What follows belongs to an exercise in optimizing a design on an open flow for small area, a short achievable clock period and few clock cycles; a production flow would make more cautious choices.
At most, simulation tests tie the RTL to the original design; equivalence was not proved.
The RTL of runs 1 and 2 was laid out without a check of its function.

==> flow/design.v <==
module vpha_hash (
    input  wire         clk,
    input  wire         rst,        
    input  wire         start,      
    input  wire [31:0]  len,        
    output reg          busy,
    output reg          done,
    output wire [31:0]  result,
    output reg          rd_req,
    output wire [31:0]  rd_addr,    
    output wire [5:0]   rd_len,     
    input  wire         rd_ready,
    input  wire         rd_valid,
    input  wire [255:0] rd_data     
);
    reg [31:0]  h;             
    reg [1:0]   m;             
    reg [27:0]  blk;           
    reg [27:0]  rhi;           
    reg [3:0]   llo;           
    reg [2:0]   qlast;         
    reg         nslot;         
    reg         fdone;         
    reg         flast;         
    reg         fin;           
    reg         outst;         
    reg         lds;           
    reg [127:0] buf0, buf1;    
    reg [1:0]   full;          
    reg [4:0]   rlen;          
    reg [2:0]   p;             
    reg         pdone;         
    reg [23:0]  prev;          
    reg [31:0]  x0, x1;        
    reg         xv, xl;        
    assign result  = h;
    assign rd_addr = {blk, 4'd0};
    assign rd_len  = {1'b0, rlen};
    wire [255:0] bufw = {buf1, buf0};
    wire [31:0]  w    = bufw[32*p +: 32];
    wire [7:0] w0 = w[7:0],    w1 = w[15:8],  w2 = w[23:16], w3 = w[31:24];
    wire [7:0] p1 = prev[7:0], p2 = prev[15:8], p3 = prev[23:16];
    reg  [7:0] v0, v1, v2, v3;
    always @(*) begin
        case (m)
            2'd0:    begin v0 = w0; v1 = w1; v2 = w2; v3 = w3; end
            2'd1:    begin v0 = p3; v1 = w0; v2 = w1; v3 = w2; end
            2'd2:    begin v0 = p2; v1 = p3; v2 = w0; v3 = w1; end
            default: begin v0 = p1; v1 = p2; v2 = p3; v3 = w0; end
        endcase
    end
    wire [31:0] x0_n, x1_n;
    wire [31:0] h_n;
    vpha_word_sum  u_ws (.v0(v0), .v1(v1), .v2(v2), .v3(v3), .s0(x0_n), .s1(x1_n));
    vpha_state_sum u_ss (.h(h), .x0(x0), .x1(x1), .s(h_n));
    wire go    = busy & full[p[2]] & ~pdone;        
    wire wlast = fin & (p == qlast);                
    wire       vld    = rd_valid & outst;
    wire       full0a = vld & ~lds | full[0] & ~(go & (p == 3'd3));
    wire       full1a = vld &  lds | full[1] & ~(go & (p == 3'd7));
    wire [2:0] p_a    = go ? p + 3'd1 : p;
    wire       slot_free = nslot ? (~full1a | (p_a[2] & p_a[1]))
                                 : (~full0a | (~p_a[2] & p_a[1]));
    wire       can_req = busy & ~fdone & ~rd_req & (~outst | rd_valid) & slot_free;
    wire       r1     = (rhi == 28'd1);
    wire       r2     = (rhi == 28'd2);
    wire       last   = r1 | (r2 & (llo == 4'd0));    
    always @(posedge clk) begin
        xv <= go & ~rst;
        xl <= wlast;
        x0 <= x0_n;
        x1 <= x1_n;
    end
    always @(posedge clk) begin
        if (vld & ~lds) buf0 <= rd_data[127:0];
        if (vld &  lds) buf1 <= rd_data[127:0];
    end
    always @(posedge clk) begin
        if (rst) begin
            busy   <= 1'b0;
            done   <= 1'b0;
            rd_req <= 1'b0;
            outst  <= 1'b0;
            full   <= 2'b00;
            fdone  <= 1'b1;
            pdone  <= 1'b1;
        end else if (start & ~busy) begin
            done  <= (len == 32'd0);
            busy  <= (len != 32'd0);
            m     <= -len[1:0];
            case (len[1:0])
                2'd0:    h <= 32'h00000001;    
                2'd3:    h <= 32'hBDEF7BDF;    
                2'd2:    h <= 32'hCC520C41;    
                default: h <= 32'hD50AE79F;    
            endcase
            blk   <= 28'd0;
            rhi   <= len[31:4];
            llo   <= len[3:0];
            qlast <= len[4:2] - {2'b00, (len[1:0] == 2'd0)};
            nslot <= 1'b1;
            fin   <= 1'b0;
            full  <= 2'b00;
            p     <= 3'd0;
            pdone <= (len == 32'd0);
            prev  <= 24'd0;
            rd_req <= (len != 32'd0);
            rlen  <= (len[31:4] != 28'd0) ? 5'd16 : {1'b0, len[3:0]};
            lds   <= 1'b0;
            fdone <= (len[31:4] == 28'd0) | ((len[31:4] == 28'd1) & (len[3:0] == 4'd0));
            flast <= (len[31:4] == 28'd0) | ((len[31:4] == 28'd1) & (len[3:0] == 4'd0));
        end else begin
            if (go) begin
                prev <= w[31:8];
                p    <= p + 3'd1;
                if (wlast) pdone <= 1'b1;
            end
            if (xv) begin
                h <= h_n;
                if (xl) begin
                    busy <= 1'b0;
                    done <= 1'b1;
                end
            end
            full <= {full1a, full0a};
            if (vld) begin
                outst <= 1'b0;
                if (flast) fin <= 1'b1;
            end
            if (rd_req & rd_ready) begin
                rd_req <= 1'b0;
                outst  <= 1'b1;
            end
            if (can_req) begin
                rd_req <= 1'b1;
                rlen   <= r1 ? {1'b0, llo} : 5'd16;
                lds    <= nslot;
                nslot  <= ~nslot;
                flast  <= last;
                fdone  <= last;
                blk    <= blk + 28'd1;
                rhi    <= rhi - 28'd1;
            end
        end
    end
endmodule
module vpha_word_sum (
    input  wire [7:0] v0,
    input  wire [7:0] v1,
    input  wire [7:0] v2,
    input  wire [7:0] v3,
    output wire [31:0] s0,
    output wire [31:0] s1
);
    wire t_1 = 1'b1 ^ v1[5];
    wire t_2 = 1'b1 & v1[5];
    wire t_3 = 1'b1 ^ v1[6] ^ v2[1];
    wire t_4 = (1'b1 & v1[6]) | (1'b1 & v2[1]) | (v1[6] & v2[1]);
    wire t_5 = v3[6] ^ ~v0[1];
    wire t_6 = v3[6] & ~v0[1];
    wire t_7 = 1'b1 ^ v0[0] ^ v1[7];
    wire t_8 = (1'b1 & v0[0]) | (1'b1 & v1[7]) | (v0[0] & v1[7]);
    wire t_9 = v2[2] ^ v3[7] ^ ~v0[2];
    wire t_10 = (v2[2] & v3[7]) | (v2[2] & ~v0[2]) | (v3[7] & ~v0[2]);
    wire t_11 = ~v0[7] ^ ~v1[1];
    wire t_12 = ~v0[7] & ~v1[1];
    wire t_13 = v0[1] ^ v2[3];
    wire t_14 = v0[1] & v2[3];
    wire t_15 = 1'b1 ^ v0[0];
    wire t_16 = 1'b1 & v0[0];
    wire t_17 = v0[1] ^ v0[4];
    wire t_18 = v0[1] & v0[4];
    wire t_19 = 1'b1 ^ v0[2] ^ v0[5];
    wire t_20 = (1'b1 & v0[2]) | (1'b1 & v0[5]) | (v0[2] & v0[5]);
    wire t_21 = v1[2] ^ v2[7];
    wire t_22 = v1[2] & v2[7];
    wire t_23 = 1'b1 ^ v0[3] ^ v0[6];
    wire t_24 = (1'b1 & v0[3]) | (1'b1 & v0[6]) | (v0[3] & v0[6]);
    wire t_25 = 1'b1 ^ v1[1];
    wire t_26 = 1'b1 & v1[1];
    wire t_27 = v1[2] ^ v3[2];
    wire t_28 = v1[2] & v3[2];
    wire t_29 = v1[3] ^ v3[3];
    wire t_30 = v1[3] & v3[3];
    wire t_31 = v1[4] ^ v3[4];
    wire t_32 = v1[4] & v3[4];
    wire t_33 = v2[0] ^ v3[5] ^ ~v0[0];
    wire t_34 = (v2[0] & v3[5]) | (v2[0] & ~v0[0]) | (v3[5] & ~v0[0]);
    wire t_35 = ~v0[5] ^ ~v2[5];
    wire t_36 = ~v0[5] & ~v2[5];
    wire t_37 = ~v0[6] ^ ~v1[0] ^ ~v2[6];
    wire t_38 = (~v0[6] & ~v1[0]) | (~v0[6] & ~v2[6]) | (~v1[0] & ~v2[6]);
    wire t_39 = t_2 ^ t_5 ^ t_3;
    wire t_40 = (t_2 & t_5) | (t_2 & t_3) | (t_5 & t_3);
    wire t_41 = ~v2[7] ^ t_6 ^ t_11;
    wire t_42 = (~v2[7] & t_6) | (~v2[7] & t_11) | (t_6 & t_11);
    wire t_43 = t_4 ^ t_7 ^ t_9;
    wire t_44 = (t_4 & t_7) | (t_4 & t_9) | (t_7 & t_9);
    wire t_45 = ~v0[3] ^ ~v1[2] ^ t_12;
    wire t_46 = (~v0[3] & ~v1[2]) | (~v0[3] & t_12) | (~v1[2] & t_12);
    wire t_47 = t_13 ^ t_8 ^ t_10;
    wire t_48 = (t_13 & t_8) | (t_13 & t_10) | (t_8 & t_10);
    wire t_49 = 1'b1 ^ v0[2] ^ v2[4];
    wire t_50 = (1'b1 & v0[2]) | (1'b1 & v2[4]) | (v0[2] & v2[4]);
    wire t_51 = ~v0[4] ^ ~v1[3] ^ t_14;
    wire t_52 = (~v0[4] & ~v1[3]) | (~v0[4] & t_14) | (~v1[3] & t_14);
    wire t_53 = v0[3] ^ v1[0] ^ v2[5];
    wire t_54 = (v0[3] & v1[0]) | (v0[3] & v2[5]) | (v1[0] & v2[5]);
    wire t_55 = ~v0[5] ^ ~v1[4] ^ t_15;
    wire t_56 = (~v0[5] & ~v1[4]) | (~v0[5] & t_15) | (~v1[4] & t_15);
    wire t_57 = v1[1] ^ v2[6] ^ ~v0[6];
    wire t_58 = (v1[1] & v2[6]) | (v1[1] & ~v0[6]) | (v2[6] & ~v0[6]);
    wire t_59 = ~v1[5] ^ t_16 ^ t_17;
    wire t_60 = (~v1[5] & t_16) | (~v1[5] & t_17) | (t_16 & t_17);
    wire t_61 = ~v0[0] ^ ~v0[7] ^ ~v1[6];
    wire t_62 = (~v0[0] & ~v0[7]) | (~v0[0] & ~v1[6]) | (~v0[7] & ~v1[6]);
    wire t_63 = t_18 ^ t_21 ^ t_19;
    wire t_64 = (t_18 & t_21) | (t_18 & t_19) | (t_21 & t_19);
    wire t_65 = v1[3] ^ ~v0[1] ^ ~v1[7];
    wire t_66 = (v1[3] & ~v0[1]) | (v1[3] & ~v1[7]) | (~v0[1] & ~v1[7]);
    wire t_67 = t_22 ^ t_20 ^ t_23;
    wire t_68 = (t_22 & t_20) | (t_22 & t_23) | (t_20 & t_23);
    wire t_69 = v0[4] ^ v0[7] ^ v1[4];
    wire t_70 = (v0[4] & v0[7]) | (v0[4] & v1[4]) | (v0[7] & v1[4]);
    wire t_71 = ~v0[2] ^ t_24;
    wire t_72 = ~v0[2] & t_24;
    wire t_73 = 1'b1 ^ v0[0] ^ v0[5];
    wire t_74 = (1'b1 & v0[0]) | (1'b1 & v0[5]) | (v0[0] & v0[5]);
    wire t_75 = v1[5] ^ ~v0[3];
    wire t_76 = v1[5] & ~v0[3];
    wire t_77 = 1'b1 ^ v0[1] ^ v0[6];
    wire t_78 = (1'b1 & v0[1]) | (1'b1 & v0[6]) | (v0[1] & v0[6]);
    wire t_79 = v1[6] ^ ~v0[4];
    wire t_80 = v1[6] & ~v0[4];
    wire t_81 = v0[2] ^ v0[7] ^ v1[7];
    wire t_82 = (v0[2] & v0[7]) | (v0[2] & v1[7]) | (v0[7] & v1[7]);
    wire t_83 = v1[0] ^ v3[0];
    wire t_84 = v1[0] & v3[0];
    wire t_85 = v3[1] ^ ~v0[1] ^ ~v2[1];
    wire t_86 = (v3[1] & ~v0[1]) | (v3[1] & ~v2[1]) | (~v0[1] & ~v2[1]);
    wire t_87 = ~v0[2] ^ ~v2[2] ^ t_26;
    wire t_88 = (~v0[2] & ~v2[2]) | (~v0[2] & t_26) | (~v2[2] & t_26);
    wire t_89 = ~v0[3] ^ ~v2[3] ^ t_28;
    wire t_90 = (~v0[3] & ~v2[3]) | (~v0[3] & t_28) | (~v2[3] & t_28);
    wire t_91 = ~v0[4] ^ ~v2[4] ^ t_30;
    wire t_92 = (~v0[4] & ~v2[4]) | (~v0[4] & t_30) | (~v2[4] & t_30);
    wire t_93 = t_32 ^ t_1 ^ t_35;
    wire t_94 = (t_32 & t_1) | (t_32 & t_35) | (t_1 & t_35);
    wire t_95 = t_36 ^ t_34 ^ t_37;
    wire t_96 = (t_36 & t_34) | (t_36 & t_37) | (t_34 & t_37);
    wire t_97 = t_38 ^ t_41 ^ t_40;
    wire t_98 = (t_38 & t_41) | (t_38 & t_40) | (t_41 & t_40);
    wire t_99 = t_45 ^ t_42 ^ t_44;
    wire t_100 = (t_45 & t_42) | (t_45 & t_44) | (t_42 & t_44);
    wire t_101 = t_49 ^ t_46 ^ t_51;
    wire t_102 = (t_49 & t_46) | (t_49 & t_51) | (t_46 & t_51);
    wire t_103 = t_50 ^ t_53 ^ t_52;
    wire t_104 = (t_50 & t_53) | (t_50 & t_52) | (t_53 & t_52);
    wire t_105 = t_54 ^ t_57 ^ t_56;
    wire t_106 = (t_54 & t_57) | (t_54 & t_56) | (t_57 & t_56);
    wire t_107 = t_58 ^ t_61 ^ t_60;
    wire t_108 = (t_58 & t_61) | (t_58 & t_60) | (t_61 & t_60);
    wire t_109 = t_62 ^ t_65 ^ t_64;
    wire t_110 = (t_62 & t_65) | (t_62 & t_64) | (t_65 & t_64);
    wire t_111 = t_66 ^ t_69 ^ t_71;
    wire t_112 = (t_66 & t_69) | (t_66 & t_71) | (t_69 & t_71);
    wire t_113 = t_75 ^ t_70 ^ t_73;
    wire t_114 = (t_75 & t_70) | (t_75 & t_73) | (t_70 & t_73);
    wire t_115 = t_76 ^ t_79 ^ t_74;
    wire t_116 = (t_76 & t_79) | (t_76 & t_74) | (t_79 & t_74);
    wire t_117 = ~v0[5] ^ t_80 ^ t_78;
    wire t_118 = (~v0[5] & t_80) | (~v0[5] & t_78) | (t_80 & t_78);
    wire t_119 = v0[3] ^ ~v0[6];
    wire t_120 = v0[3] & ~v0[6];
    wire t_121 = ~v0[0] ^ ~v2[0];
    wire t_122 = ~v0[0] & ~v2[0];
    wire t_123 = t_84 ^ t_25 ^ t_85;
    wire t_124 = (t_84 & t_25) | (t_84 & t_85) | (t_25 & t_85);
    wire t_125 = t_27 ^ t_86 ^ t_87;
    wire t_126 = (t_27 & t_86) | (t_27 & t_87) | (t_86 & t_87);
    wire t_127 = t_29 ^ t_88 ^ t_89;
    wire t_128 = (t_29 & t_88) | (t_29 & t_89) | (t_88 & t_89);
    wire t_129 = t_31 ^ t_90 ^ t_91;
    wire t_130 = (t_31 & t_90) | (t_31 & t_91) | (t_90 & t_91);
    wire t_131 = t_33 ^ t_92 ^ t_93;
    wire t_132 = (t_33 & t_92) | (t_33 & t_93) | (t_92 & t_93);
    wire t_133 = t_94 ^ t_39 ^ t_95;
    wire t_134 = (t_94 & t_39) | (t_94 & t_95) | (t_39 & t_95);
    wire t_135 = t_96 ^ t_43 ^ t_97;
    wire t_136 = (t_96 & t_43) | (t_96 & t_97) | (t_43 & t_97);
    wire t_137 = t_47 ^ t_98 ^ t_99;
    wire t_138 = (t_47 & t_98) | (t_47 & t_99) | (t_98 & t_99);
    wire t_139 = t_48 ^ t_101 ^ t_100;
    wire t_140 = (t_48 & t_101) | (t_48 & t_100) | (t_101 & t_100);
    wire t_141 = t_55 ^ t_102 ^ t_103;
    wire t_142 = (t_55 & t_102) | (t_55 & t_103) | (t_102 & t_103);
    wire t_143 = t_59 ^ t_104 ^ t_105;
    wire t_144 = (t_59 & t_104) | (t_59 & t_105) | (t_104 & t_105);
    wire t_145 = t_63 ^ t_106 ^ t_107;
    wire t_146 = (t_63 & t_106) | (t_63 & t_107) | (t_106 & t_107);
    wire t_147 = t_67 ^ t_108 ^ t_109;
    wire t_148 = (t_67 & t_108) | (t_67 & t_109) | (t_108 & t_109);
    wire t_149 = t_68 ^ t_111 ^ t_110;
    wire t_150 = (t_68 & t_111) | (t_68 & t_110) | (t_111 & t_110);
    wire t_151 = t_72 ^ t_113 ^ t_112;
    wire t_152 = (t_72 & t_113) | (t_72 & t_112) | (t_113 & t_112);
    wire t_153 = t_77 ^ t_114 ^ t_115;
    wire t_154 = (t_77 & t_114) | (t_77 & t_115) | (t_114 & t_115);
    wire t_155 = t_81 ^ t_116 ^ t_117;
    wire t_156 = (t_81 & t_116) | (t_81 & t_117) | (t_116 & t_117);
    wire t_157 = t_119 ^ t_82 ^ t_118;
    wire t_158 = (t_119 & t_82) | (t_119 & t_118) | (t_82 & t_118);
    wire t_159 = v0[4] ^ ~v0[7] ^ t_120;
    wire t_160 = (v0[4] & ~v0[7]) | (v0[4] & t_120) | (~v0[7] & t_120);
    wire t_161 = 1'b1 ^ v0[5];
    wire t_162 = 1'b1 & v0[5];
    wire t_163 = 1'b1 ^ v0[6];
    wire t_164 = 1'b1 & v0[6];
    wire t_165 = 1'b1 ^ v0[7];
    wire t_166 = 1'b1 & v0[7];
    assign s0 = {1'b1, 1'b1, 1'b1, 1'b1, 1'b1, 1'b1, 1'b1, 1'b1, 1'b1, t_165, t_163, t_161, t_159, t_157, t_155, t_153, t_151, t_149, t_147, t_145, t_143, t_141, t_139, t_137, t_135, t_133, t_131, t_129, t_127, t_125, t_123, t_83};
    assign s1 = {1'b0, 1'b0, 1'b0, 1'b0, 1'b0, 1'b0, 1'b0, 1'b0, t_166, t_164, t_162, t_160, t_158, t_156, t_154, t_152, t_150, t_148, t_146, t_144, t_142, t_140, t_138, t_136, t_134, t_132, t_130, t_128, t_126, t_124, t_122, t_121};
endmodule
module vpha_state_sum (
    input  wire [31:0] h,
    input  wire [31:0] x0,
    input  wire [31:0] x1,
    output wire [31:0] s
);
    wire t_1 = h[17] ^ h[4];
    wire t_2 = h[17] & h[4];
    wire t_3 = h[18] ^ h[5] ^ x0[18];
    wire t_4 = (h[18] & h[5]) | (h[18] & x0[18]) | (h[5] & x0[18]);
    wire t_5 = h[19] ^ h[6] ^ x0[19];
    wire t_6 = (h[19] & h[6]) | (h[19] & x0[19]) | (h[6] & x0[19]);
    wire t_7 = h[0] ^ h[20] ^ h[7];
    wire t_8 = (h[0] & h[20]) | (h[0] & h[7]) | (h[20] & h[7]);
    wire t_9 = x0[20] ^ x1[20];
    wire t_10 = x0[20] & x1[20];
    wire t_11 = h[1] ^ h[21] ^ h[8];
    wire t_12 = (h[1] & h[21]) | (h[1] & h[8]) | (h[21] & h[8]);
    wire t_13 = x0[21] ^ x1[21] ^ ~h[10];
    wire t_14 = (x0[21] & x1[21]) | (x0[21] & ~h[10]) | (x1[21] & ~h[10]);
    wire t_15 = h[22] ^ h[2] ^ h[9];
    wire t_16 = (h[22] & h[2]) | (h[22] & h[9]) | (h[2] & h[9]);
    wire t_17 = x0[22] ^ x1[22] ^ ~h[11];
    wire t_18 = (x0[22] & x1[22]) | (x0[22] & ~h[11]) | (x1[22] & ~h[11]);
    wire t_19 = h[10] ^ h[23] ^ h[3];
    wire t_20 = (h[10] & h[23]) | (h[10] & h[3]) | (h[23] & h[3]);
    wire t_21 = x0[23] ^ x1[23] ^ ~h[12];
    wire t_22 = (x0[23] & x1[23]) | (x0[23] & ~h[12]) | (x1[23] & ~h[12]);
    wire t_23 = h[11] ^ h[24] ^ h[4];
    wire t_24 = (h[11] & h[24]) | (h[11] & h[4]) | (h[24] & h[4]);
    wire t_25 = x0[24] ^ x1[24] ^ ~h[13];
    wire t_26 = (x0[24] & x1[24]) | (x0[24] & ~h[13]) | (x1[24] & ~h[13]);
    wire t_27 = h[12] ^ h[25] ^ h[5];
    wire t_28 = (h[12] & h[25]) | (h[12] & h[5]) | (h[25] & h[5]);
    wire t_29 = x0[25] ^ x1[25] ^ ~h[14];
    wire t_30 = (x0[25] & x1[25]) | (x0[25] & ~h[14]) | (x1[25] & ~h[14]);
    wire t_31 = h[13] ^ h[26] ^ h[6];
    wire t_32 = (h[13] & h[26]) | (h[13] & h[6]) | (h[26] & h[6]);
    wire t_33 = x0[26] ^ x1[26] ^ ~h[15];
    wire t_34 = (x0[26] & x1[26]) | (x0[26] & ~h[15]) | (x1[26] & ~h[15]);
    wire t_35 = h[14] ^ h[27] ^ h[7];
    wire t_36 = (h[14] & h[27]) | (h[14] & h[7]) | (h[27] & h[7]);
    wire t_37 = x0[27] ^ x1[27] ^ ~h[10];
    wire t_38 = (x0[27] & x1[27]) | (x0[27] & ~h[10]) | (x1[27] & ~h[10]);
    wire t_39 = h[15] ^ h[28] ^ h[8];
    wire t_40 = (h[15] & h[28]) | (h[15] & h[8]) | (h[28] & h[8]);
    wire t_41 = x0[28] ^ x1[28] ^ ~h[11];
    wire t_42 = (x0[28] & x1[28]) | (x0[28] & ~h[11]) | (x1[28] & ~h[11]);
    wire t_43 = h[16] ^ h[29] ^ h[9];
    wire t_44 = (h[16] & h[29]) | (h[16] & h[9]) | (h[29] & h[9]);
    wire t_45 = x0[29] ^ x1[29] ^ ~h[12];
    wire t_46 = (x0[29] & x1[29]) | (x0[29] & ~h[12]) | (x1[29] & ~h[12]);
    wire t_47 = h[10] ^ h[17] ^ h[30];
    wire t_48 = (h[10] & h[17]) | (h[10] & h[30]) | (h[17] & h[30]);
    wire t_49 = x0[30] ^ x1[30] ^ ~h[13];
    wire t_50 = (x0[30] & x1[30]) | (x0[30] & ~h[13]) | (x1[30] & ~h[13]);
    wire t_51 = h[11] ^ h[18] ^ h[31];
    wire t_52 = (h[11] & h[18]) | (h[11] & h[31]) | (h[18] & h[31]);
    wire t_53 = x0[31] ^ x1[31] ^ ~h[14];
    wire t_54 = (x0[31] & x1[31]) | (x0[31] & ~h[14]) | (x1[31] & ~h[14]);
    wire t_55 = h[11] ^ x0[11];
    wire t_56 = h[11] & x0[11];
    wire t_57 = h[12] ^ x0[12] ^ x1[12];
    wire t_58 = (h[12] & x0[12]) | (h[12] & x1[12]) | (x0[12] & x1[12]);
    wire t_59 = h[0] ^ h[13] ^ x0[13];
    wire t_60 = (h[0] & h[13]) | (h[0] & x0[13]) | (h[13] & x0[13]);
    wire t_61 = x1[13] ^ ~h[2];
    wire t_62 = x1[13] & ~h[2];
    wire t_63 = h[14] ^ h[1] ^ x0[14];
    wire t_64 = (h[14] & h[1]) | (h[14] & x0[14]) | (h[1] & x0[14]);
    wire t_65 = x1[14] ^ ~h[3] ^ ~h[7];
    wire t_66 = (x1[14] & ~h[3]) | (x1[14] & ~h[7]) | (~h[3] & ~h[7]);
    wire t_67 = h[15] ^ h[2] ^ x0[15];
    wire t_68 = (h[15] & h[2]) | (h[15] & x0[15]) | (h[2] & x0[15]);
    wire t_69 = x1[15] ^ ~h[4] ^ ~h[8];
    wire t_70 = (x1[15] & ~h[4]) | (x1[15] & ~h[8]) | (~h[4] & ~h[8]);
    wire t_71 = h[16] ^ h[3] ^ x0[16];
    wire t_72 = (h[16] & h[3]) | (h[16] & x0[16]) | (h[3] & x0[16]);
    wire t_73 = x1[16] ^ ~h[5] ^ ~h[9];
    wire t_74 = (x1[16] & ~h[5]) | (x1[16] & ~h[9]) | (~h[5] & ~h[9]);
    wire t_75 = x0[17] ^ x1[17] ^ ~h[0];
    wire t_76 = (x0[17] & x1[17]) | (x0[17] & ~h[0]) | (x1[17] & ~h[0]);
    wire t_77 = ~h[10] ^ ~h[6] ^ t_1;
    wire t_78 = (~h[10] & ~h[6]) | (~h[10] & t_1) | (~h[6] & t_1);
    wire t_79 = x1[18] ^ ~h[11] ^ ~h[1];
    wire t_80 = (x1[18] & ~h[11]) | (x1[18] & ~h[1]) | (~h[11] & ~h[1]);
    wire t_81 = ~h[7] ^ t_2 ^ t_3;
    wire t_82 = (~h[7] & t_2) | (~h[7] & t_3) | (t_2 & t_3);
    wire t_83 = x1[19] ^ ~h[12] ^ ~h[2];
    wire t_84 = (x1[19] & ~h[12]) | (x1[19] & ~h[2]) | (~h[12] & ~h[2]);
    wire t_85 = ~h[8] ^ t_4 ^ t_5;
    wire t_86 = (~h[8] & t_4) | (~h[8] & t_5) | (t_4 & t_5);
    wire t_87 = ~h[13] ^ ~h[3] ^ ~h[9];
    wire t_88 = (~h[13] & ~h[3]) | (~h[13] & ~h[9]) | (~h[3] & ~h[9]);
    wire t_89 = t_9 ^ t_6 ^ t_7;
    wire t_90 = (t_9 & t_6) | (t_9 & t_7) | (t_6 & t_7);
    wire t_91 = ~h[14] ^ ~h[4] ^ t_10;
    wire t_92 = (~h[14] & ~h[4]) | (~h[14] & t_10) | (~h[4] & t_10);
    wire t_93 = t_8 ^ t_11 ^ t_13;
    wire t_94 = (t_8 & t_11) | (t_8 & t_13) | (t_11 & t_13);
    wire t_95 = ~h[15] ^ ~h[5] ^ t_12;
    wire t_96 = (~h[15] & ~h[5]) | (~h[15] & t_12) | (~h[5] & t_12);
    wire t_97 = t_14 ^ t_15 ^ t_17;
    wire t_98 = (t_14 & t_15) | (t_14 & t_17) | (t_15 & t_17);
    wire t_99 = ~h[16] ^ ~h[6] ^ t_16;
    wire t_100 = (~h[16] & ~h[6]) | (~h[16] & t_16) | (~h[6] & t_16);
    wire t_101 = t_18 ^ t_19 ^ t_21;
    wire t_102 = (t_18 & t_19) | (t_18 & t_21) | (t_19 & t_21);
    wire t_103 = ~h[17] ^ ~h[7] ^ t_20;
    wire t_104 = (~h[17] & ~h[7]) | (~h[17] & t_20) | (~h[7] & t_20);
    wire t_105 = t_22 ^ t_23 ^ t_25;
    wire t_106 = (t_22 & t_23) | (t_22 & t_25) | (t_23 & t_25);
    wire t_107 = ~h[18] ^ ~h[8] ^ t_24;
    wire t_108 = (~h[18] & ~h[8]) | (~h[18] & t_24) | (~h[8] & t_24);
    wire t_109 = t_26 ^ t_27 ^ t_29;
    wire t_110 = (t_26 & t_27) | (t_26 & t_29) | (t_27 & t_29);
    wire t_111 = ~h[19] ^ ~h[9] ^ t_28;
    wire t_112 = (~h[19] & ~h[9]) | (~h[19] & t_28) | (~h[9] & t_28);
    wire t_113 = t_30 ^ t_31 ^ t_33;
    wire t_114 = (t_30 & t_31) | (t_30 & t_33) | (t_31 & t_33);
    wire t_115 = ~h[16] ^ ~h[20] ^ t_32;
    wire t_116 = (~h[16] & ~h[20]) | (~h[16] & t_32) | (~h[20] & t_32);
    wire t_117 = t_34 ^ t_35 ^ t_37;
    wire t_118 = (t_34 & t_35) | (t_34 & t_37) | (t_35 & t_37);
    wire t_119 = ~h[17] ^ ~h[21] ^ t_36;
    wire t_120 = (~h[17] & ~h[21]) | (~h[17] & t_36) | (~h[21] & t_36);
    wire t_121 = t_38 ^ t_39 ^ t_41;
    wire t_122 = (t_38 & t_39) | (t_38 & t_41) | (t_39 & t_41);
    wire t_123 = ~h[18] ^ ~h[22] ^ t_40;
    wire t_124 = (~h[18] & ~h[22]) | (~h[18] & t_40) | (~h[22] & t_40);
    wire t_125 = t_42 ^ t_43 ^ t_45;
    wire t_126 = (t_42 & t_43) | (t_42 & t_45) | (t_43 & t_45);
    wire t_127 = ~h[19] ^ ~h[23] ^ t_44;
    wire t_128 = (~h[19] & ~h[23]) | (~h[19] & t_44) | (~h[23] & t_44);
    wire t_129 = t_46 ^ t_47 ^ t_49;
    wire t_130 = (t_46 & t_47) | (t_46 & t_49) | (t_47 & t_49);
    wire t_131 = ~h[20] ^ ~h[24] ^ t_48;
    wire t_132 = (~h[20] & ~h[24]) | (~h[20] & t_48) | (~h[24] & t_48);
    wire t_133 = t_50 ^ t_51 ^ t_53;
    wire t_134 = (t_50 & t_51) | (t_50 & t_53) | (t_51 & t_53);
    wire t_135 = h[7] ^ x0[7];
    wire t_136 = h[7] & x0[7];
    wire t_137 = h[8] ^ x0[8] ^ x1[8];
    wire t_138 = (h[8] & x0[8]) | (h[8] & x1[8]) | (x0[8] & x1[8]);
    wire t_139 = h[9] ^ x0[9] ^ x1[9];
    wire t_140 = (h[9] & x0[9]) | (h[9] & x1[9]) | (x0[9] & x1[9]);
    wire t_141 = h[10] ^ x0[10] ^ x1[10];
    wire t_142 = (h[10] & x0[10]) | (h[10] & x1[10]) | (x0[10] & x1[10]);
    wire t_143 = x1[11] ^ ~h[0] ^ ~h[4];
    wire t_144 = (x1[11] & ~h[0]) | (x1[11] & ~h[4]) | (~h[0] & ~h[4]);
    wire t_145 = ~h[1] ^ ~h[5] ^ t_56;
    wire t_146 = (~h[1] & ~h[5]) | (~h[1] & t_56) | (~h[5] & t_56);
    wire t_147 = ~h[6] ^ t_61 ^ t_58;
    wire t_148 = (~h[6] & t_61) | (~h[6] & t_58) | (t_61 & t_58);
    wire t_149 = t_62 ^ t_60 ^ t_63;
    wire t_150 = (t_62 & t_60) | (t_62 & t_63) | (t_60 & t_63);
    wire t_151 = t_64 ^ t_66 ^ t_67;
    wire t_152 = (t_64 & t_66) | (t_64 & t_67) | (t_66 & t_67);
    wire t_153 = t_68 ^ t_70 ^ t_71;
    wire t_154 = (t_68 & t_70) | (t_68 & t_71) | (t_70 & t_71);
    wire t_155 = t_72 ^ t_74 ^ t_75;
    wire t_156 = (t_72 & t_74) | (t_72 & t_75) | (t_74 & t_75);
    wire t_157 = t_76 ^ t_79 ^ t_78;
    wire t_158 = (t_76 & t_79) | (t_76 & t_78) | (t_79 & t_78);
    wire t_159 = t_80 ^ t_83 ^ t_82;
    wire t_160 = (t_80 & t_83) | (t_80 & t_82) | (t_83 & t_82);
    wire t_161 = t_84 ^ t_87 ^ t_86;
    wire t_162 = (t_84 & t_87) | (t_84 & t_86) | (t_87 & t_86);
    wire t_163 = t_88 ^ t_91 ^ t_90;
    wire t_164 = (t_88 & t_91) | (t_88 & t_90) | (t_91 & t_90);
    wire t_165 = t_92 ^ t_95 ^ t_94;
    wire t_166 = (t_92 & t_95) | (t_92 & t_94) | (t_95 & t_94);
    wire t_167 = t_96 ^ t_99 ^ t_98;
    wire t_168 = (t_96 & t_99) | (t_96 & t_98) | (t_99 & t_98);
    wire t_169 = t_100 ^ t_103 ^ t_102;
    wire t_170 = (t_100 & t_103) | (t_100 & t_102) | (t_103 & t_102);
    wire t_171 = t_104 ^ t_107 ^ t_106;
    wire t_172 = (t_104 & t_107) | (t_104 & t_106) | (t_107 & t_106);
    wire t_173 = t_108 ^ t_111 ^ t_110;
    wire t_174 = (t_108 & t_111) | (t_108 & t_110) | (t_111 & t_110);
    wire t_175 = t_112 ^ t_115 ^ t_114;
    wire t_176 = (t_112 & t_115) | (t_112 & t_114) | (t_115 & t_114);
    wire t_177 = t_116 ^ t_119 ^ t_118;
    wire t_178 = (t_116 & t_119) | (t_116 & t_118) | (t_119 & t_118);
    wire t_179 = t_120 ^ t_123 ^ t_122;
    wire t_180 = (t_120 & t_123) | (t_120 & t_122) | (t_123 & t_122);
    wire t_181 = t_124 ^ t_127 ^ t_126;
    wire t_182 = (t_124 & t_127) | (t_124 & t_126) | (t_127 & t_126);
    wire t_183 = t_128 ^ t_131 ^ t_130;
    wire t_184 = (t_128 & t_131) | (t_128 & t_130) | (t_131 & t_130);
    wire t_185 = h[0] ^ x0[0];
    wire t_186 = h[0] & x0[0];
    wire t_187 = h[1] ^ x0[1] ^ x1[1];
    wire t_188 = (h[1] & x0[1]) | (h[1] & x1[1]) | (x0[1] & x1[1]);
    wire t_189 = h[2] ^ x0[2] ^ x1[2];
    wire t_190 = (h[2] & x0[2]) | (h[2] & x1[2]) | (x0[2] & x1[2]);
    wire t_191 = h[3] ^ x0[3] ^ x1[3];
    wire t_192 = (h[3] & x0[3]) | (h[3] & x1[3]) | (x0[3] & x1[3]);
    wire t_193 = h[4] ^ x0[4] ^ x1[4];
    wire t_194 = (h[4] & x0[4]) | (h[4] & x1[4]) | (x0[4] & x1[4]);
    wire t_195 = h[5] ^ x0[5] ^ x1[5];
    wire t_196 = (h[5] & x0[5]) | (h[5] & x1[5]) | (x0[5] & x1[5]);
    wire t_197 = h[6] ^ x0[6] ^ x1[6];
    wire t_198 = (h[6] & x0[6]) | (h[6] & x1[6]) | (x0[6] & x1[6]);
    wire t_199 = x1[7] ^ ~h[0] ^ t_135;
    wire t_200 = (x1[7] & ~h[0]) | (x1[7] & t_135) | (~h[0] & t_135);
    wire t_201 = ~h[1] ^ t_136 ^ t_137;
    wire t_202 = (~h[1] & t_136) | (~h[1] & t_137) | (t_136 & t_137);
    wire t_203 = ~h[2] ^ t_138 ^ t_139;
    wire t_204 = (~h[2] & t_138) | (~h[2] & t_139) | (t_138 & t_139);
    wire t_205 = ~h[3] ^ t_140 ^ t_141;
    wire t_206 = (~h[3] & t_140) | (~h[3] & t_141) | (t_140 & t_141);
    wire t_207 = t_55 ^ t_142 ^ t_143;
    wire t_208 = (t_55 & t_142) | (t_55 & t_143) | (t_142 & t_143);
    wire t_209 = t_144 ^ t_57 ^ t_145;
    wire t_210 = (t_144 & t_57) | (t_144 & t_145) | (t_57 & t_145);
    wire t_211 = t_59 ^ t_146 ^ t_147;
    wire t_212 = (t_59 & t_146) | (t_59 & t_147) | (t_146 & t_147);
    wire t_213 = t_65 ^ t_148 ^ t_149;
    wire t_214 = (t_65 & t_148) | (t_65 & t_149) | (t_148 & t_149);
    wire t_215 = t_69 ^ t_150 ^ t_151;
    wire t_216 = (t_69 & t_150) | (t_69 & t_151) | (t_150 & t_151);
    wire t_217 = t_73 ^ t_152 ^ t_153;
    wire t_218 = (t_73 & t_152) | (t_73 & t_153) | (t_152 & t_153);
    wire t_219 = t_77 ^ t_154 ^ t_155;
    wire t_220 = (t_77 & t_154) | (t_77 & t_155) | (t_154 & t_155);
    wire t_221 = t_156 ^ t_81 ^ t_157;
    wire t_222 = (t_156 & t_81) | (t_156 & t_157) | (t_81 & t_157);
    wire t_223 = t_85 ^ t_158 ^ t_159;
    wire t_224 = (t_85 & t_158) | (t_85 & t_159) | (t_158 & t_159);
    wire t_225 = t_89 ^ t_160 ^ t_161;
    wire t_226 = (t_89 & t_160) | (t_89 & t_161) | (t_160 & t_161);
    wire t_227 = t_93 ^ t_162 ^ t_163;
    wire t_228 = (t_93 & t_162) | (t_93 & t_163) | (t_162 & t_163);
    wire t_229 = t_97 ^ t_164 ^ t_165;
    wire t_230 = (t_97 & t_164) | (t_97 & t_165) | (t_164 & t_165);
    wire t_231 = t_101 ^ t_166 ^ t_167;
    wire t_232 = (t_101 & t_166) | (t_101 & t_167) | (t_166 & t_167);
    wire t_233 = t_105 ^ t_168 ^ t_169;
    wire t_234 = (t_105 & t_168) | (t_105 & t_169) | (t_168 & t_169);
    wire t_235 = t_109 ^ t_170 ^ t_171;
    wire t_236 = (t_109 & t_170) | (t_109 & t_171) | (t_170 & t_171);
    wire t_237 = t_113 ^ t_172 ^ t_173;
    wire t_238 = (t_113 & t_172) | (t_113 & t_173) | (t_172 & t_173);
    wire t_239 = t_117 ^ t_174 ^ t_175;
    wire t_240 = (t_117 & t_174) | (t_117 & t_175) | (t_174 & t_175);
    wire t_241 = t_121 ^ t_176 ^ t_177;
    wire t_242 = (t_121 & t_176) | (t_121 & t_177) | (t_176 & t_177);
    wire t_243 = t_125 ^ t_178 ^ t_179;
    wire t_244 = (t_125 & t_178) | (t_125 & t_179) | (t_178 & t_179);
    wire t_245 = t_129 ^ t_180 ^ t_181;
    wire t_246 = (t_129 & t_180) | (t_129 & t_181) | (t_180 & t_181);
    wire t_247 = t_133 ^ t_182 ^ t_183;
    wire t_248 = (t_133 & t_182) | (t_133 & t_183) | (t_182 & t_183);
    assign s = {t_247, t_245, t_243, t_241, t_239, t_237, t_235, t_233, t_231, t_229, t_227, t_225, t_223, t_221, t_219, t_217, t_215, t_213, t_211, t_209, t_207, t_205, t_203, t_201, t_199, t_197, t_195, t_193, t_191, t_189, t_187, x1[0]} + {t_246, t_244, t_242, t_240, t_238, t_236, t_234, t_232, t_230, t_228, t_226, t_224, t_222, t_220, t_218, t_216, t_214, t_212, t_210, t_208, t_206, t_204, t_202, t_200, t_198, t_196, t_194, t_192, t_190, t_188, t_186, t_185};
endmodule
==> flow/flow/run.sh <==
#!/bin/bash
set -euo pipefail
bash standard.sh SETUP_SLACK_MARGIN=8.5 finish > make_finish.log 2>&1
==> flow/standard.sh <==
#!/bin/bash
# synth_recipe.tcl (not shown) runs the flow's synth.tcl, then flattens the netlist and writes it again
# the make line also repeats each setting of config.mk as NAME=value (left out here)
make -C /OpenROAD-flow-scripts/flow DESIGN_CONFIG=/design/flow/config.mk WORK_HOME=/design/flow/orfs CLKGATE_MAP_FILE= SYNTH_SCRIPT=/design/flow/synth_recipe.tcl "${@:-finish}"
==> flow/config.mk <==
export PLATFORM = sky130hd
export DESIGN_NAME = vpha_hash
export DESIGN_NICKNAME = vpha_hash
export VERILOG_FILES = /design/flow/design.v
export SDC_FILE = /design/flow/constraint.sdc
export NUM_CORES = 4
export LEC_CHECK = 0
export ABC_CLOCK_PERIOD_IN_PS = 3000
export CAP_MARGIN = 20
export CORE_MARGIN = 2
export CORE_UTILIZATION = 60
export SLEW_MARGIN = 20
export TNS_END_PERCENT = 0
==> flow/constraint.sdc <==
create_clock -name core_clock -period 12.0 [get_ports {clk}]
set_input_delay 2.4000 -clock core_clock [delete_from_list [all_inputs] [get_ports {clk}]]
set_output_delay 2.4000 -clock core_clock [all_outputs]
set_load 0.01 [all_outputs]
==> summary.txt, run 1 <==
Synth
The per-instance average area after synthesis is 13.20 um2. The register area share after synthesis is between 50% and 60%. Yosys attributes the largest share of cell area to sky130_fd_sc_hd__edfxtp_1, sky130_fd_sc_hd__fa_1, sky130_fd_sc_hd__mux4_2. The share of flip-flops with an asynchronous set or reset is 0%. The instance count of the mapped netlist is 1826. The number of library cell types mapped by synthesis is 68. The cell area that synthesis handed to floorplanning was roughly 24000 um2. Yosys mapped a number of flops with a built-in enable equal to 388. The most used flip-flop cell after synthesis is sky130_fd_sc_hd__edfxtp_1. The synthesized design spends more area on one cell type than any other, namely sky130_fd_sc_hd__edfxtp_1.

After synthesis the netlist holds a flip-flop and latch count of around 450. The total number of yosys warnings is 1. The fraction of post-synthesis cell area in the top cell type by area is 48.33%.

Timing
Of the available clock period, the critical path in the final layout requires 38.08%. The clock skew after layout is 19.16 ps. The setup TNS is 0 ps. The smallest clock period supported by the final layout is computed as 4570 ps. The final count of pins violating max slew is 0. The worst-case headroom to the max-slew limit is between 30% and 40%. The final-report setup violation count is 0. For the pin with the worst max-slew slack, the measured transition is 1025 ps. Setup repair after global routing could not meet its margin everywhere. Derived from the worst setup path, the maximum achievable clock frequency is 218.8 MHz. The final number of hold-violating endpoints is 0.

Routing
Once detail routing completed, the nets flagged for antenna violations numbered 0. The first TritonRoute pass finished after 6 iterations. For this block, the via count after detailed routing is 15140. The average detailed-routed wire length per instance is 20.91 um. After the first detailed-routing iteration, the DRC count stood at 920. After detailed routing, the number of remaining DRC violations is 0.

The met1 layer wirelength in the final routing is 22.51 mm. The highest layer touched by signal routing is met4. The total length of routed met2 wires is ~28 mm. The overall routed net length is 56.26 mm. The routed wire length on met3 is 3.202 mm. In the routed layout, each cell is associated on average with a via count of 5.628.

Die
The die area is 41800 um2. The vertical extent of the die is roughly 200 um. In this run the count of I/O pins placed on the die edge is about 370. The initial utilization of the core area, before any placement, comes to roughly three fifths. In this run the standard cell core region covers 39730 um2. In this run the horizontal extent of the chip is 204.5 um. The floorplan has between 70 and 80 rows.

CTS
TritonCTS created 45 clock buffers. The number of buffers between clock root and the deepest sink is 3. The TritonCTS clock tree is yes. Buffers inserted to repair hold after CTS numbered 0. The clock latency reported for the late side of the worst-skew pair is 570 ps. The H-tree level count is 2. The number of clock sinks is 445.

The root buffer cell is sky130_fd_sc_hd__clkbuf_16. After clock tree synthesis, the clock-pin slew on the worst setup and hold paths is 60 ps.

Worst setup path
For the worst setup path, the data arrival time is approximately 4900 ps. The endpoint of the most critical register-to-register path is h[29]$_DFFE_PP_. The category of the worst setup path capture point is a register. The setup check on the worst reg-to-reg path leaves a slack of 7430 ps. The worst endpoint required time is 12350 ps. The number of cells on the worst reg-to-reg path is 16. The critical path start-end classification is reg2reg. In this run the worst path has a maximum fanout of 4. The startpoint identified for the worst register-to-register timing path is h[2]$_DFFE_PP_. The element type at the critical path start is a register.

Global route
Global routing finished with a remaining overflow of 0. The maximum number of pins on one net before global-route repair is between 90 and 100. The number of antenna violations at the first check in global routing is 0. The number of global-route vias before repair was 15860. The first global-routing pass estimated 87.92 mm of wire. The global-route usage over all layers is 27.81%.

Worst hold path
The class of the tightest hold or removal check is reg2reg. The endpoint of the worst hold-timing path is pdone$_SDFFE_PP1P_. The worst hold path begins at pdone$_SDFFE_PP1P_.

The cell count of the worst hold path is 2.

Placed design
The final weighted congestion in routability-driven placement is 0.9312. The HPWL after detailed placement is 39.14 mm. The placed instances occupy a cell area of 26960 um2.

Input and output buffers added on the ports amount to 232.

Status
The flow ran to the end and the layout has no timing, DRC or antenna violations.

Final layout
In the final layout, the share of cells above drive strength 1 is 15.66%. The top cell types in the final layout, fill and taps aside, are sky130_fd_sc_hd__edfxtp_1, sky130_fd_sc_hd__clkdlybuf4s50_1, sky130_fd_sc_hd__inv_1. The diode insertion count for antenna repair is 0. After the last flow step, the layout net total stands at 2660. The most common cell after layout, fill and taps aside is sky130_fd_sc_hd__edfxtp_1.

From synthesis to final layout, the design area changed by 21.82%. After routing the design area is around 30000 um2.

Job
The tool flagged a number of max-cap violations equal to 0.
-- Yosys cell counts (all sizes together), types with 15 or more instances --
master and count:
o21ai 93, nand3 25, buf 29, a21o 15, nor3 16, edfxtp 388, nand2 172, mux2 18
nor4 16, a21oi 72, nor2 92, xnor2 46, mux4 64, ha 75, inv 243, mux2i 34
xor2 34, fa 160, nand4 15, dfxtp 57, clkbuf 43
-- routing by layer --
| layer | up-vias | GRT usage, % |
|---|---|---|
| met3 | 124 | 4.751 |
| li1 | 6996 | - |
| met5 | - | 0 |
| met2 | 482 | 47.22 |
| met1 | 7536 | 35.93 |
| met4 | 0 | 11.00 |
-- registers in the layout, summed over array words and instances, names as in the netlist, 23 cells and up --
name and count:
buf0 128, buf1 128, h 32, blk 28
rhi 28, prev 24, x1 24, x0 23
-- final cells by class --
cell class | instances | area, um2
clock buffer | 56 | 1210
clock inverter | 24 | 214.0
fill | 2631 | 10360
inverter | 244 | 934.6
multi-input combinational | 1072 | 10470
sequential | 445 | 12790
tap | 525 | 656.9
timing repair buffer | 324 | 3093
-- metrics by stage --
| stage | util, % | worst slack (ps) | hold WS [ps] | std cells |
|---|---|---|---|---|
| finish | 73.92 | 7430 | 473.2 | 2690 |
| CTS | 73.54 | 7522 | 476.7 | 2677 |
| floorplan | - | 6450 | 442.2 | 1830 |
| global route | 73.92 | 7355 | 496.2 | 2690 |
| global placement | 67.86 | 6118 | 455.8 | 2534 |
| detailed placement | 67.86 | 6039 | 463.0 | 2534 |
-- logic make-up (layout without fill, tap and decap cells) --
family | count (synthesis) | after routing | share of synthesized area (%)
flops | 445 | 445 | 53.06
mux | 116 | 116 | 8.231
buf+inv | 316 | 648 | 5.133
fa+ha+maj | 235 | 235 | 17.18
compound gates | 240 | 240 | 5.896
xor+xnor | 80 | 80 | 2.906
other cells | 1 | 5 | 0.01555
simple gates | 393 | 396 | 7.582
-- worst max-delay path, stage by stage, from the launching register on --
cell and delay (ps):
sky130_fd_sc_hd__edfxtp_1 500, sky130_fd_sc_hd__inv_2 110, sky130_fd_sc_hd__buf_4 150, sky130_fd_sc_hd__fa_1 480, sky130_fd_sc_hd__inv_1 50, sky130_fd_sc_hd__fa_1 470, sky130_fd_sc_hd__inv_1 50, sky130_fd_sc_hd__fa_1 500
sky130_fd_sc_hd__inv_2 50, sky130_fd_sc_hd__ha_4 250, sky130_fd_sc_hd__and2_4 170, sky130_fd_sc_hd__a221o_1 320, sky130_fd_sc_hd__and2_4 170, sky130_fd_sc_hd__or3b_4 400, sky130_fd_sc_hd__or2_4 270, sky130_fd_sc_hd__a311o_1 270
sky130_fd_sc_hd__o211ai_1 160
-- worst max path at each step --
stage                            start                    to  slack (ps)  cells past startpoint
global placement    p[0]$_SDFFCE_PP0P_         x0[8]$_DFF_P_        6120                     12
finish                  h[2]$_DFFE_PP_       h[29]$_DFFE_PP_        7430                     16
global route            h[9]$_DFFE_PP_       h[31]$_DFFE_PP_        7350                     17
CTS                 h[5]$_SDFFCE_PP0P_       h[30]$_DFFE_PP_        7520                     14
detailed placement  p[0]$_SDFFCE_PP0P_         x0[8]$_DFF_P_        6040                     12
floorplan                     rd_valid  blk[0]$_SDFFCE_PP0P_        6450                      6
-- timing repair --
action	in CTS	in global routing
gates cloned	3	0
resized for setup	104	14
setup endpoints to repair	567	578
pin swaps	50	24
buffers inserted	60	13
==> run 2, diff against run 1 <==
--- a/flow/config.mk
+++ b/flow/config.mk
@@ -9,5 +9,6 @@
 export CAP_MARGIN = 20
 export CORE_MARGIN = 2
 export CORE_UTILIZATION = 60
+export PLACE_DENSITY = 0.75
 export SLEW_MARGIN = 20
 export TNS_END_PERCENT = 0
==> run 2 against run 1 <==
- sequential cell count is the same
- still clean
- first-iteration DRC count up 34%
==> summary.txt, run 2 <==
Worst setup path
The data arrival time of the critical path is 4900 ps (-20 ps). The peak fanout along the critical path is 4 (unchanged). The category of the worst setup path capture point is a register.

The element type at the critical path start is a register. The worst endpoint required time is 12390 ps (+40 ps). The critical path start-end classification is reg2reg. The depth of the worst register-to-register path is 16 (unchanged).

Routing
The average detailed-routed wire length per instance came to 21.73 um (+3.9%). The overall routed net length was 58.49 mm (+4.0%). The DRC marker count from the first detailed-route iteration came to 1235 (+34%). The post-detailed-route count of antenna-violating nets is 0 (unchanged). The detailed-route vias per instance came to 5.751 (+2.2%). The via total after detailed routing is 15480 (+2.2%). The number of design rule violations left after detail routing is 0 (unchanged). The count of TritonRoute iterations in the first routing pass came to 5 (-1).

CTS
The number of clock sinks is 445 (unchanged). The number of buffers between clock root and the deepest sink came to 3 (unchanged). The clock latency reported for the late side of the worst-skew pair came to 580 ps (about the same). The TritonCTS clock tree is yes. CTS placed an instance of sky130_fd_sc_hd__clkbuf_16 at the clock tree root. The clock transition at the registers of the reported paths is 60 ps (about the same). The H-tree level count came to 2 (unchanged). The CTS buffer count is 45 (unchanged).

Synth
The register area share after synthesis is 53.06% (unchanged). The most common cell in the synthesized netlist is sky130_fd_sc_hd__edfxtp_1. The most used flip-flop cell after synthesis is sky130_fd_sc_hd__edfxtp_1. The post-synthesis instance area is 24110 um2 (unchanged). The total number of yosys warnings is 1 (unchanged).

The number of enable flip-flop cells after synthesis is 388 (unchanged). The synthesized design spends more area on one cell type than any other, namely sky130_fd_sc_hd__edfxtp_1. The number of library cell types mapped by synthesis is 68 (unchanged).

The fraction of post-synthesis cell area in the top cell type by area is 48.33% (unchanged). The synthesis-stage register bit count is 445 (unchanged). The share of flip-flops with an asynchronous set or reset came to 0% (unchanged). The per-instance average area after synthesis is 13.20 um2 (unchanged). The commonest cells after synthesis are sky130_fd_sc_hd__edfxtp_1, sky130_fd_sc_hd__inv_1, sky130_fd_sc_hd__nand2_1, sky130_fd_sc_hd__fa_1, sky130_fd_sc_hd__nor2_1. The instance count of the mapped netlist came to 1826 (unchanged).

By area the synthesized netlist is led by sky130_fd_sc_hd__edfxtp_1, sky130_fd_sc_hd__fa_1, sky130_fd_sc_hd__mux4_2.

Timing
The slew of the pin with the lowest slew margin is 819.0 ps (-205.7 ps). The final count of pins violating max slew came to 0 (unchanged). The clock period minus worst slack came to 4506 ps (-64.11 ps).

The achievable clock frequency is 221.9 MHz (+1.4%). The setup TNS was 0 ps (unchanged). The worst-case headroom to the max-slew limit is 44.82% (+14 points). The setup slack after layout is 7494 ps (+64.11 ps). The clock skew after layout is 22.81 ps (+3.652 ps).

The portion of the clock cycle consumed by the worst path in the final layout was 37.55% (-0.53 points). Setup repair after global routing could not meet its margin everywhere. The final number of hold-violating endpoints was 0 (unchanged). The final-report setup violation count is 0 (unchanged).

Global route
The number of antenna violations at the first check in global routing is 6 (+6). The global-route wire length before repair is 90.76 mm (+3.2%). The overall overflow remaining after global route is 0 (unchanged). The global-route usage over all layers is 28.82% (+1.0 points).

The maximum number of pins on one net before global-route repair came to 83 (-8.8%). The number of global-route vias before repair is 16100 (+1.5%).

Final layout
The final non-filler cell total is 2691 (+0.037%). The largest registers in the layout are buf0 x128, buf1 x128, h x32. The most common cell after layout, fill and taps aside is sky130_fd_sc_hd__edfxtp_1. In the layout the commonest cells are sky130_fd_sc_hd__edfxtp_1, sky130_fd_sc_hd__clkdlybuf4s50_1, sky130_fd_sc_hd__inv_1. The number of nets in the final layout is 2657 (-0.11%). The design area was 29370 um2 (about the same). The area growth from synthesis to layout was 21.83% (about the same).

The fraction of final layout cells with drive strength greater than 1 is 15.85% (+0.19 points). The utilization of the core after routing is 73.93% (about the same).

Placed design
The number of cells after detailed placement was 2533 (-0.039%). The HPWL after detailed placement is 40.92 mm (+4.5%). The final weighted congestion in routability-driven placement is 0.9454 (+1.5%). The worst setup timing slack at the placement stage is 6581 ps (+542.4 ps). The area of placed instances came to 26950 um2 (about the same). The total of buffers placed on input and output ports is 232 (unchanged).

Worst hold path
The class of the tightest hold or removal check is reg2reg. The cell count of the worst hold path was 2 (unchanged).

Die
The placeable core area is 39730 um2 (unchanged). The die span in x is 204.5 um (unchanged). The die area was 41800 um2 (unchanged). The effective utilization at floorplan was 60.68% (unchanged).

The number of top-level design ports was 366 (unchanged). The cell row count is 73 (unchanged). The vertical extent of the die is 204.5 um (unchanged).

Status
The flow ran to the end and the layout has no timing, DRC or antenna violations.

Job
The max capacitance violation total is 0 (unchanged).
-- run 2: cell count changes in the layout (fill, tap and decap cells not counted), sizes merged --
cell      delta
diode        +2
buf          -4
clkinvlp     -6
clkinv       -1
inv          +3
clkbuf       +6
and3         +1
-- run 2: worst paths after layout --
| check | endpoint | start | slack, ps |
|---|---|---|---|
| hold / removal | fdone$_SDFFE_PP1P_ | fdone$_SDFFE_PP1P_ | 490 |
| setup reg to reg | h[29]$_DFFE_PP_ | h[15]$_DFFE_PP_ | 7490 |
| hold reg to reg | fdone$_SDFFE_PP1P_ | fdone$_SDFFE_PP1P_ | 490 |
| setup / recovery | h[29]$_DFFE_PP_ | h[15]$_DFFE_PP_ | 7490 |
-- run 2: layer usage --
layer  vias up  wire (um)  GRT usage [%]
met2       569      28520          46.94
met4         8       1901          9.394
li1       7011          -              -
met5         -         58              0
met1      7761      23620          39.09
met3       127       4389          6.170
-- run 2: cell families after synthesis --
kind of cell / share of synthesized area [%]
muxes: 8.231
other: 0.01555
buffers and inverters: 5.133
and+or+nand+nor: 7.582
DFF: 53.06
AOI/OAI and AO/OA: 5.896
xor gates and xnor gates: 2.906
adders and majority gates: 17.18
-- run 2: layout make-up --
class,instances,area (um2)
antenna,2,5.005
clock buffer,62,1200
clock inverter,20,202.7
fill,2626,10360
inverter,244,929.6
multi-input combinational,1073,10490
sequential,445,12790
tap,525,656.9
timing repair buffer,320,3094
-- run 2: per-stage QoR --
stage | hold WS, ps
finish | 490.1
global route | 519.7
CTS | 489.3
detailed placement | 463.4
global placement | 460.0
floorplan | 442.2
-- run 2: critical path, stage by stage (launching register included) --
cell,delay [ps]
sky130_fd_sc_hd__edfxtp_1,440
sky130_fd_sc_hd__inv_4,70
sky130_fd_sc_hd__fa_1,500
sky130_fd_sc_hd__inv_1,50
sky130_fd_sc_hd__fa_1,520
sky130_fd_sc_hd__inv_2,40
sky130_fd_sc_hd__fa_1,530
sky130_fd_sc_hd__inv_2,50
sky130_fd_sc_hd__ha_4,220
sky130_fd_sc_hd__buf_6,120
sky130_fd_sc_hd__and2_4,150
sky130_fd_sc_hd__a221o_1,330
sky130_fd_sc_hd__and2_4,170
sky130_fd_sc_hd__or3b_4,420
sky130_fd_sc_hd__or2_4,280
sky130_fd_sc_hd__a311o_1,320
sky130_fd_sc_hd__o211ai_1,110
-- run 2: what timing repair did --
| item | in CTS | in global routing |
|---|---|---|
| hold buffers | 0 | 0 |
| gates resized for setup | 114 | 21 |
| pin swaps | 56 | 40 |
| endpoints found under the hold margin | 0 | 0 |
| gates cloned | 4 | 1 |
| endpoints found under the setup margin | 574 | 545 |
| setup buffers | 50 | 19 |
==> run 3, diff against run 2 <==
--- a/flow/design.v
+++ b/flow/design.v
@@ -59,8 +59,10 @@
     wire       full0a = vld & ~lds | full[0] & ~(go & (p == 3'd3));
     wire       full1a = vld &  lds | full[1] & ~(go & (p == 3'd7));
     wire [2:0] p_a    = go ? p + 3'd1 : p;
-    wire       slot_free = nslot ? (~full1a | (p_a[2] & p_a[1]))
-                                 : (~full0a | (~p_a[2] & p_a[1]));
+    wire       full0r = full[0] & ~(go & (p == 3'd3));
+    wire       full1r = full[1] & ~(go & (p == 3'd7));
+    wire       slot_free = nslot ? (~full1r | (p_a[2] & p_a[1]))
+                                 : (~full0r | (~p_a[2] & p_a[1]));
     wire       can_req = busy & ~fdone & ~rd_req & (~outst | rd_valid) & slot_free;
     wire       r1     = (rhi == 28'd1);
     wire       r2     = (rhi == 28'd2);
--- a/flow/config.mk
+++ b/flow/config.mk
@@ -9,6 +9,7 @@
 export CAP_MARGIN = 20
 export CORE_MARGIN = 2
 export CORE_UTILIZATION = 60
-export PLACE_DENSITY = 0.75
+export CTS_CLUSTER_DIAMETER = 100
+export CTS_CLUSTER_SIZE = 22
 export SLEW_MARGIN = 20
 export TNS_END_PERCENT = 0
==> run 3 against run 2 <==
- die area is 0.58% higher
- global-route usage shrank 1.4 points
- critical path depth down 1
- utilization shrank 1.6 points
- maximum frequency grew 1.4%
- setup slack better by 62 ps
==> summary.txt, run 3 <==
Status
The run finished with no timing, DRC or antenna violations.

Synth
The number of enable flip-flop cells after synthesis is 388 (unchanged). The commonest cells after synthesis are sky130_fd_sc_hd__edfxtp_1, sky130_fd_sc_hd__inv_1, sky130_fd_sc_hd__nand2_1, sky130_fd_sc_hd__fa_1, sky130_fd_sc_hd__nor2_1. Sorting the synthesized cells by area gives the leading types as sky130_fd_sc_hd__edfxtp_1, sky130_fd_sc_hd__fa_1, sky130_fd_sc_hd__mux4_2. The post-synthesis instance area was 24250 um2 (+0.60%). The leading cell type by number of instances after synthesis is sky130_fd_sc_hd__edfxtp_1. The most used flip-flop cell after synthesis is sky130_fd_sc_hd__edfxtp_1. The number of library cell types mapped by synthesis is 71 (+4.4%).

The instance count of the mapped netlist is 1855 (+1.6%). The register area share after synthesis is 52.74% (-0.31 points). Of all cell types, the one taking the most synthesized area is sky130_fd_sc_hd__edfxtp_1. The synthesis-stage register bit count is 445 (unchanged).

The per-instance average area after synthesis is 13.07 um2 (-0.98%). The total number of yosys warnings was 1 (unchanged). The fraction of post-synthesis cell area in the top cell type by area is 48.04% (-0.29 points). The share of flip-flops with an asynchronous set or reset is 0% (unchanged).

Timing
The final number of hold-violating endpoints is 0 (unchanged). The clock period minus worst slack is 4443 ps (-62.12 ps). The achievable clock frequency is 225.1 MHz (+1.4%).

The final-report setup violation count is 0 (unchanged). The clock skew after layout came to 26.67 ps (+3.865 ps). The portion of the clock cycle consumed by the worst path in the final layout came to 37.03% (-0.52 points). The worst-case headroom to the max-slew limit is 29.08% (-16 points). The final count of pins violating max slew came to 0 (unchanged).

The slew of the pin with the lowest slew margin was 1057 ps (+237.7 ps). The setup slack after layout is 7557 ps (+62.12 ps). The setup TNS was 0 ps (unchanged). Setup repair after global routing could not meet its margin everywhere.

Worst setup path
The worst endpoint required time was 12350 ps (-40 ps). The maximum single-stage delay on the critical path is 550 ps (+20 ps). The category of the worst setup path capture point is a register. The largest individual stage delay along the critical path comes from the cell sky130_fd_sc_hd__edfxtp_1. The element type at the critical path start is a register. Counting stages on the worst path, the most repeated cell is sky130_fd_sc_hd__fa_1. The data arrival time of the critical path is 4790 ps (-110 ps). The peak fanout along the critical path is 5 (+1). Traced cell by cell, the critical path runs through clkinvlp_4 > fa_1 > fa_2 > fa_1 > fa_1 > inv_2 > ha_4 > inv_4 > nor4_4 > buf_4 > a221oi_4 > buf_4 > nand3_1 > a21boi_0 > o31a_1. The critical path start-end classification is reg2reg.

Final layout
The number of inserted filler cells in the final layout was 2769 (+5.4%). In the final layout, the registers with the most flip-flops are buf0 x128, buf1 x128, h x32. The fraction of final layout cells with drive strength greater than 1 was 12.70% (-3.2 points). The diode insertion count for antenna repair is 0 (-2). The library cell used most frequently in the layout, excluding fill and tap cells, is sky130_fd_sc_hd__edfxtp_1. The design area is 28780 um2 (-2.0%).

The number of nets in the final layout is 2652 (-0.19%). The area growth from synthesis to layout is 18.68%. The utilization of the core after routing is 72.28% (-1.6 points). In the layout the commonest cells are sky130_fd_sc_hd__edfxtp_1, sky130_fd_sc_hd__clkdlybuf4s50_1, sky130_fd_sc_hd__inv_1.

Die
The die area was 42050 um2 (+0.58%). The effective utilization at floorplan came to 60.90% (+0.22 points). The vertical extent of the die is 205.1 um (+0.29%).

The die span in x is 205.1 um (+0.29%). The placeable core area was 39820 um2 (+0.23%). The cell row count is 73 (unchanged).

The number of top-level design ports came to 366 (unchanged).

Routing
The post-detailed-route count of antenna-violating nets came to 0 (unchanged). The DRC marker count from the first detailed-route iteration is 1156 (-6.4%). The average detailed-routed wire length per instance was 21.28 um (-2.1%). The count of TritonRoute iterations in the first routing pass is 5 (unchanged). The detailed-route vias per instance is 5.703 (-0.84%). The overall routed net length is 56.76 mm (-3.0%). The via total after detailed routing is 15210 (-1.7%). The number of design rule violations left after detail routing is 0 (unchanged).

Global route
The global-route wire length before repair came to 87.64 mm (-3.4%). The maximum number of pins on one net before global-route repair was 86 (+3.6%). The number of antenna violations at the first check in global routing was 0 (-6). The number of global-route vias before repair is 15910 (-1.2%). The global-route usage over all layers is 27.42% (-1.4 points).

The overall overflow remaining after global route is 0 (unchanged).

CTS
The clock latency reported for the late side of the worst-skew pair is 590 ps (about the same). The TritonCTS clock tree is yes. The clock transition at the registers of the reported paths is 100 ps (+40 ps). The CTS buffer count is 24 (-47%). The cell sitting at the root of the clock tree is a sky130_fd_sc_hd__clkbuf_16. The number of buffers between clock root and the deepest sink is 3 (unchanged). The H-tree level count is 1 (-1).

The number of clock sinks came to 445 (unchanged).

Placed design
The worst setup timing slack at the placement stage came to 5988 ps (-593.7 ps). The HPWL after detailed placement is 39.62 mm (-3.2%). The area of placed instances is 27090 um2 (+0.52%). The total of buffers placed on input and output ports is 232 (unchanged). The final weighted congestion in routability-driven placement is 0.9543 (+0.94%).

Worst hold path
The class of the tightest hold or removal check is reg2reg.

Job
The max capacitance violation total was 0 (unchanged).
## run 3: timing repair
item | in CTS | in global routing
pin swaps | 42 | 19
hold buffers | 0 | 0
setup endpoints to repair | 628 | 623
setup buffers | 55 | 5
gates cloned | 4 | 1
gates resized for setup | 97 | 14
## run 3: logic make-up after synthesis
kind of cell,count (synthesis),share of synthesized area [%]
compound gates,242,6.155
simple gates,415,7.862
buf+inv,325,5.231
other cells,1,0.01546
fa+ha+maj,235,17.08
xor+xnor,77,2.781
mux,115,8.136
flops,445,52.74
## run 3: layout make-up
cell class                 instances  area [um2]  share of cell area, %
clock buffer                      41       664.4                  2.308
timing repair buffer             313        3055                  10.62
inverter                         248       944.7                  3.282
multi-input combinational       1092       10620                  36.90
tap                              525       656.9                  2.282
clock inverter                     3       50.05                 0.1739
sequential                       445       12790                  44.44
## run 3: path summary, 6_finish.rpt
kind / from / end / slack [ps] / cells past startpoint
worst min register to register: fdone$_SDFFE_PP1P_ / fdone$_SDFFE_PP1P_ / 490 / 2
worst min-delay path: fdone$_SDFFE_PP1P_ / fdone$_SDFFE_PP1P_ / 490 / 2
worst max-delay path: h[0]$_SDFFCE_PP1P_ / h[30]$_DFFE_PP_ / 7560 / 15
worst max register to register: h[0]$_SDFFCE_PP1P_ / h[30]$_DFFE_PP_ / 7560 / 15
## run 3: routing by layer
metal	track usage [%]	part of all wire [%]	up-vias
met2	48.43	51	445
met5	0	0	-
li1	-	-	7014
met4	9.738	4.2	0
met1	34.95	40	7633
met3	3.579	4.8	117
## run 3: critical path: cells and delay by family (launching register included)
kind / cells / cell delay (ps)
adders and majority gates: 5 / 2150
DFF: 1 / 550
buffers and inverters: 5 / 650
and+or+nand+nor: 2 / 400
AOI/OAI and AO/OA: 3 / 440
## run 3: through the flow
stage	cells	hold slack [ps]
after CTS	2661	488.7
after global placement	2558	461.0
after floorplan	1859	445.8
after global routing	2667	521.1
after detailed placement	2558	464.1
final	2667	488.5
Testbench counts of run 3, summed over its fixed seeds: cycles 23,130.

separate check: timing with driven ports:
No port has a modelled driver above. Below, the same layouts with a new extraction and two added sets of constraints.
Step 1: set_driving_cell puts a clkbuf_16 on clk and a buf_2 on each other input, an assumption about the parent block.
Step 2, shift: input delay + t, output delay - t, t = (earliest + latest rising clock arrival at the registers) / 2. This alone moves slack from input paths to output paths.
Three values: ideal ports, drivers, drivers and shift; two values: the first two.
run | t, ns | slack for setup (ns) | worst setup path at the end | clock arrival spread, ns | slew at the worst register clock pin (ns)
run 1 | 0.623 | 7.430 / 7.430 / 6.960 | input to register | 0.019 / 0.019 | 0.07 / 0.07
run 2 | 0.627 | 7.494 / 7.494 / 6.945 | input to register | 0.028 / 0.028 | 0.06 / 0.06
run 3 | 0.633 | 7.557 / 7.557 / 7.034 | input to register | 0.028 / 0.028 | 0.10 / 0.10
After both steps every run listed still meets setup and hold. For run 2, which loses most, drivers alone change the setup slack by 0.000 ns; drivers and shift together by -0.549 ns.
